Context: an optimization exercise on an open-source flow, tuned for small area. The choices shown serve that exercise and are no tape-out recipe. Where RTL was checked, it was by simulation tests only, not by an equivalence proof against the original. Power figures rest on the tool's default switching activity, not on a simulated workload.

== trial 92 ==
// ow_master
module ow_master (
    input  wire        clk,
    input  wire        rst,
    input  wire        cmd_valid,
    output wire        cmd_ready,
    input  wire [31:0] cmd,
    output reg         done,
    output wire [7:0]  status,
    output reg  [7:0]  result,
    output wire        faulted,
    output wire [7:0]  fault_reason,
    output wire        ev_valid,
    input  wire        ev_ready,
    output wire [2:0]  ev_kind,
    output wire [1:0]  ev_pin,
    output wire [8:0]  ev_arg,
    input  wire        smp_level,
    output reg  [63:0] prev_rom,
    output reg  [6:0]  last_disc,
    output reg         last_dev,
    output reg  [2:0]  dev_count,
    input  wire [1:0]  dl_idx,
    output wire [63:0] dl_rom,
    output wire [1:0]  dl_pin,
    output reg  [63:0] rx_rom
);
For scale: roughly 1,800 cells after synthesis, about 530 flip-flops, about 290 I/O pins, ~0.021 mm2 of cells after synthesis.
clock: 10.0 ns
lec_check: 0
cap_margin: 20
core_margin: 2
core_utilization: 40
slew_margin: 20
standard.sh (not shown) runs the stock make flow with config.mk's settings and CLKGATE_MAP_FILE= SYNTH_SCRIPT=/design/flow/synth_recipe.tcl, a recipe that flattens the netlist after the stock synthesis.
==> flow/flow/run.sh <==
#!/bin/bash
# Layout flow: the standard ORFS flow (standard.sh) with three changes:
# - synthesis maps the logic with an area-oriented ABC script
#   (flow/abc_area_nf.script) instead of ORFS's delay-oriented one; the
#   registers are mapped before ABC runs, so they are the same as the
#   standard synthesis's;
# - the port buffers are the smallest buffer (buf_1);
# - clock tree synthesis uses clkbuf_8 buffers and no dummy loads.
set -euo pipefail
here=$(pwd)
{
  echo 'proc synth {args} { yosys synth -nofsm -noshare {*}$args }'
  echo "proc abc {args} { set i [lsearch \$args -script]; lset args [expr {\$i+1}] $here/flow/abc_area_nf.script; yosys abc {*}\$args }"
  tail -n +2 synth_recipe.tcl
} > synth_area.tcl
bash standard.sh \
  SYNTH_SCRIPT="$here/synth_area.tcl" \
  BUFFER_PORTS_ARGS="-buffer_cell sky130_fd_sc_hd__buf_1" \
  CTS_ARGS="-sink_clustering_enable -repair_clock_nets -dont_use_dummy_load -buf_list sky130_fd_sc_hd__clkbuf_8 -sink_clustering_size 16 -sink_clustering_max_diameter 60" \
  finish > make_finish.log 2>&1
==> flow/flow/abc_area_nf.script <==
&get -n
&st
&dch
&nf -R 1000
&put
For build 34, these inputs were changed with respect to trial 92:
--- a/flow/design.v
+++ b/flow/design.v
@@ -81,28 +81,28 @@
     reg  [7:0]  crc;
     reg  [6:0]  lz;           
     reg         nz;           
     reg         idb;          
     reg         conf;         
     reg  [55:0] bk;           
     reg  [5:0]  bph;          
     reg  [3:0]  stat;         
     reg  [3:0]  fr;
     reg  [3:0]  pin_mode;     
     reg  [63:0] dl_m  [0:3];
-    reg  [1:0]  dl_pin_r;
+    reg  [1:0]  dlp_m [0:3];
     assign status       = {4'd0, stat};
     assign fault_reason = {4'd0, fr};
     assign faulted      = (fr != 4'd0);
     assign dl_rom       = dl_m[dl_idx];
-    assign dl_pin       = dl_pin_r;
+    assign dl_pin       = dlp_m[dl_idx];
     assign cmd_ready    = (st == S_IDLE) && !faulted;
     wire [7:0] c_op = cmd[31:24];
     wire [7:0] c_a  = cmd[23:16];
     wire [7:0] c_b  = cmd[15:8];
     wire [7:0] c_c  = cmd[7:0];
     reg        c_legal;
     reg        c_reserved;
     reg        c_haspin;
     always @(*) begin
         c_legal    = 1'b1;
         c_reserved = 1'b0;
@@ -131,23 +131,23 @@
                 c_haspin   = 1'b0;
             end
             default: begin
                 c_legal  = 1'b0;
                 c_haspin = 1'b0;
             end
         endcase
     end
     wire c_badpin  = c_haspin && (c_a[7:2] != 6'd0);
     wire c_notinit = c_haspin && (c_op != OW_INIT) && !pin_mode[c_a[1:0]];
     wire c_badidx  = (c_a[7:2] != 6'd0) || ({1'b0, c_a[1:0]} >= dev_count);
-    wire c_recinit = pin_mode[dl_pin_r];
+    wire c_recinit = pin_mode[dlp_m[c_a[1:0]]];
     wire c_badcmd  = (c_b != SEARCH_ROM) && (c_b != ALARM_SEARCH);
     wire in_search = (op == OW_SEARCH_PASS[3:0]) || (op == OW_SEARCH[3:0]) ||
                      (op == OW_SEARCH_FAMILY[3:0]);
     wire in_list   = (op == OW_SEARCH[3:0]) || (op == OW_SEARCH_FAMILY[3:0]);
     wire is_match  = (op == OW_MATCH_DEVICE[3:0]);
     wire b_srch    = (st == S_BODY) && in_search;
     wire b_match   = (st == S_BODY) && is_match;
     wire [6:0] cnt_inc = cnt[6:0] + 7'd1;
     wire dconf = (cnt_inc < last_disc) ? prev_rom[0] : (cnt_inc == last_disc);
     wire dir   = conf ? dconf : idb;
     wire mbit  = dl_m[sub][0];
@@ -193,23 +193,23 @@
     wire       keep   = (op == OW_SEARCH[3:0]) || (prev_rom[7:0] == ob);
     wire [2:0] kept_n = dev_count + {2'd0, keep};
     integer k;
     always @(posedge clk) begin
         bk <= {bk_wr ? prev_rom[0] : bk[0], bk[55:1]};
         for (k = 0; k < 4; k = k + 1) begin
             if ((sh_pass && in_list && dev_count[1:0] == k) ||
                 (slot_end && b_match && sub == k))
                 dl_m[k] <= {in_list ? dir : dl_m[k][0], dl_m[k][63:1]};
         end
         if (st == S_END && in_list && !end_fail && !stat[2] && keep)
-            dl_pin_r <= pin;
+            dlp_m[dev_count[1:0]] <= pin;
     end
     always @(posedge clk) begin
         if (rst) begin
             st        <= S_IDLE;
             done      <= 1'b0;
             stat      <= ST_OK;
             result    <= 8'd0;
             fr        <= 4'd0;
             pin_mode  <= 4'd0;
             prev_rom  <= 64'd0;
             last_disc <= 7'd0;
@@ -276,23 +276,23 @@
                             OW_WRITE_BIT, OW_WRITE: st <= S_HDR;
                             OW_CRC8: begin
                                 crc <= c_a;
                                 st  <= S_CRC;
                             end
                             OW_MATCH_DEVICE: begin
                                 if (c_badidx) begin
                                     fr      <= UF_BAD_INDEX;
                                             end else if (!c_recinit) begin
                                     fr      <= UF_OW_NOT_INIT;
                                             end else begin
-                                    pin <= dl_pin_r;
+                                    pin <= dlp_m[c_a[1:0]];
                                     st  <= S_HDR;
                                 end
                             end
                             OW_READ_ROM: st <= S_HDR;
                             OW_SEARCH_PASS, OW_SEARCH, OW_SEARCH_FAMILY: begin
                                 if (c_badcmd) begin
                                     stat <= ST_BAD_COMMAND;
                                     done <= 1'b1;
                                 end else if (c_op != OW_SEARCH_PASS && dev_count != 3'd0) begin
                                     stat <= ST_ROOT_NOT_EMPTY;
                                     done <= 1'b1;
Relative to trial 92, clock-buffer cell count has gone down in build 34.
Clock network fraction of design power (higher): trial 92
Comparing build 34 with trial 92, the total power came out essentially unchanged.
Post-detailed-routing wire length delta (build 34 -> trial 92): insignificant
Between build 34 and trial 92, combined flip-flop and latch cell area is higher for build 34, trial 92 comes in under that.
Compared with trial 92, in build 34 minimum hold slack saw an increase, number of synthesized flops with an enable pin went up.

* * *

## old
ow_master, a different RTL version from the one above (not shown whole).
Size: roughly 1,800 cells after synthesis, roughly 530 flip-flops, ~290 I/O pins.
Settings: LEC_CHECK=0, CAP_MARGIN=20, CORE_MARGIN=2, CORE_UTILIZATION=40, SLEW_MARGIN=20; clock period 10.0 ns.
Scripts as last shown in full above: flow/flow/run.sh, flow/flow/abc_area_nf.script
What new does differently from old at the input level:
--- a/flow/design.v
+++ b/flow/design.v
@@ -179,17 +179,14 @@
     wire sh_pass  = slot_end && b_srch && (sub == 2'd2);
     wire end_fail = (st == S_END) && in_search && (!nz || (crc != 8'd0));
     wire rot      = (st == S_ROT);
     wire ring_en  = sh_pass || rot;
     wire rcrc     = cnt[6] && (cnt[5:3] == 3'd7);
     wire ring_in  = !rot ? dir : rcrc ? crc[0] : bk[0];
     wire bk_en    = ring_en && (cnt[6] || (cnt[5:3] != 3'd7));
-    wire       crc_bit  = (st == S_CRC) ? ob[0] :
-                          (op == OW_READ_ROM[3:0]) ? smp_level : ring_in;
-    wire [7:0] crc_next = crc_step(crc, crc_bit);
     wire       keep   = (op == OW_SEARCH[3:0]) || (prev_rom[7:0] == ob);
     wire [2:0] kept_n = dev_count + {2'd0, keep};
     integer k;
     always @(posedge clk) begin
         if (bk_en)
             bk <= {prev_rom[0], bk[55:1]};
         for (k = 0; k < 4; k = k + 1) begin
@@ -229,20 +226,20 @@
                 if (rs)
                     cnt <= cnt - 9'd5;
                 if (b_srch && sub[0])
                     conf <= (idb == smp_level);
                 else
                     idb <= smp_level;
                 case (op)
-                    OW_RESET[3:0], OW_READ_BIT[3:0]:
-                        result <= {7'd0, smp_level ^ !op[1]};
+                    OW_RESET[3:0]:    result <= {7'd0, !smp_level};
+                    OW_READ_BIT[3:0]: result <= {7'd0, smp_level};
                     OW_READ[3:0]:     result <= {smp_level, result[7:1]};
                     OW_READ_ROM[3:0]: begin
                         rx_rom <= {smp_level, rx_rom[63:1]};
-                        crc    <= crc_next;
+                        crc    <= crc_step(crc, smp_level);
                     end
                     default: ;
                 endcase
             end
             case (st)
             S_IDLE: begin
                 if (cmd_valid && !faulted) begin
@@ -372,15 +369,15 @@
                                     stat <= ST_NO_DEVICE;
                                     st   <= S_ROT;
                                 end else begin
                                     sub <= 2'd2;
                                 end
                             end
                             default: begin
-                                crc <= crc_next;
+                                crc <= crc_step(crc, dir);
                                 if (dir)
                                     nz <= 1'b1;
                                 if (conf && !dir)
                                     lz <= cnt_inc;
                                 cnt <= {2'd0, cnt_inc};
                                 sub <= 2'd0;
                                 if (cnt[5:0] == 6'd63)
@@ -441,26 +438,26 @@
                             end
                         end
                     end
                 end
             end
             S_ROT: begin
                 cnt <= cnt + 9'd1;
-                crc <= cnt[6] ? crc_next : 8'd0;
+                crc <= cnt[6] ? crc_step(crc, ring_in) : 8'd0;
                 if (cnt[6:0] == 7'd127) begin
                     done <= 1'b1;
                     st   <= S_IDLE;
                 end
             end
             S_CRC: begin
-                crc <= crc_next;
+                crc <= crc_step(crc, ob[0]);
                 ob  <= {ob[0], ob[7:1]};
                 cnt <= cnt + 9'd1;
                 if (cnt[2:0] == 3'd7) begin
-                    result <= crc_next;
+                    result <= crc_step(crc, ob[0]);
                     stat   <= ST_OK;
                     done   <= 1'b1;
                     st     <= S_IDLE;
                 end
             end
             default: st <= S_IDLE;
             endcase
[summary]
From old to new the numbers moved as follows: via count of the first global-routing pass saw a decrease, clock power saw little to no change. Hold slack in new is 9.2 ps below old. Worst path setup slack after routing was lower in the run labelled new. Comparing old and new, the higher power after layout was measured on old. Sort old and new by first-pass GRT wire length desc -> top: new.
For new, only the layout was checked, not whether the RTL still works.

-- separate check: timing with driven ports --
How much do the figures lean on ideal ports? The routed layouts below were timed once more, with nothing changed but the port constraints.
Step 1, drivers: a clkbuf_16 drives clk and a buf_2 each remaining input, both assumed.
Step 2, shift: input delay + t, output delay - t, t = (earliest + latest rising clock arrival at the registers) / 2. This alone moves slack from input paths to output paths.
Slacks: ideal / step 1 / step 2; pairs: ideal / step 1.
run	t, ns	setup slack, ns	worst setup path after step 2
trial 92	0.678	2.908 / 2.856 / 3.534	register to output
build 34	0.678	3.540 / 3.479 / 3.889	input to register
old	0.668	3.155 / 3.097 / 3.765	register to output
new	0.677	2.721 / 2.662 / 3.339	register to output
After both steps setup and hold are still met in every run listed.
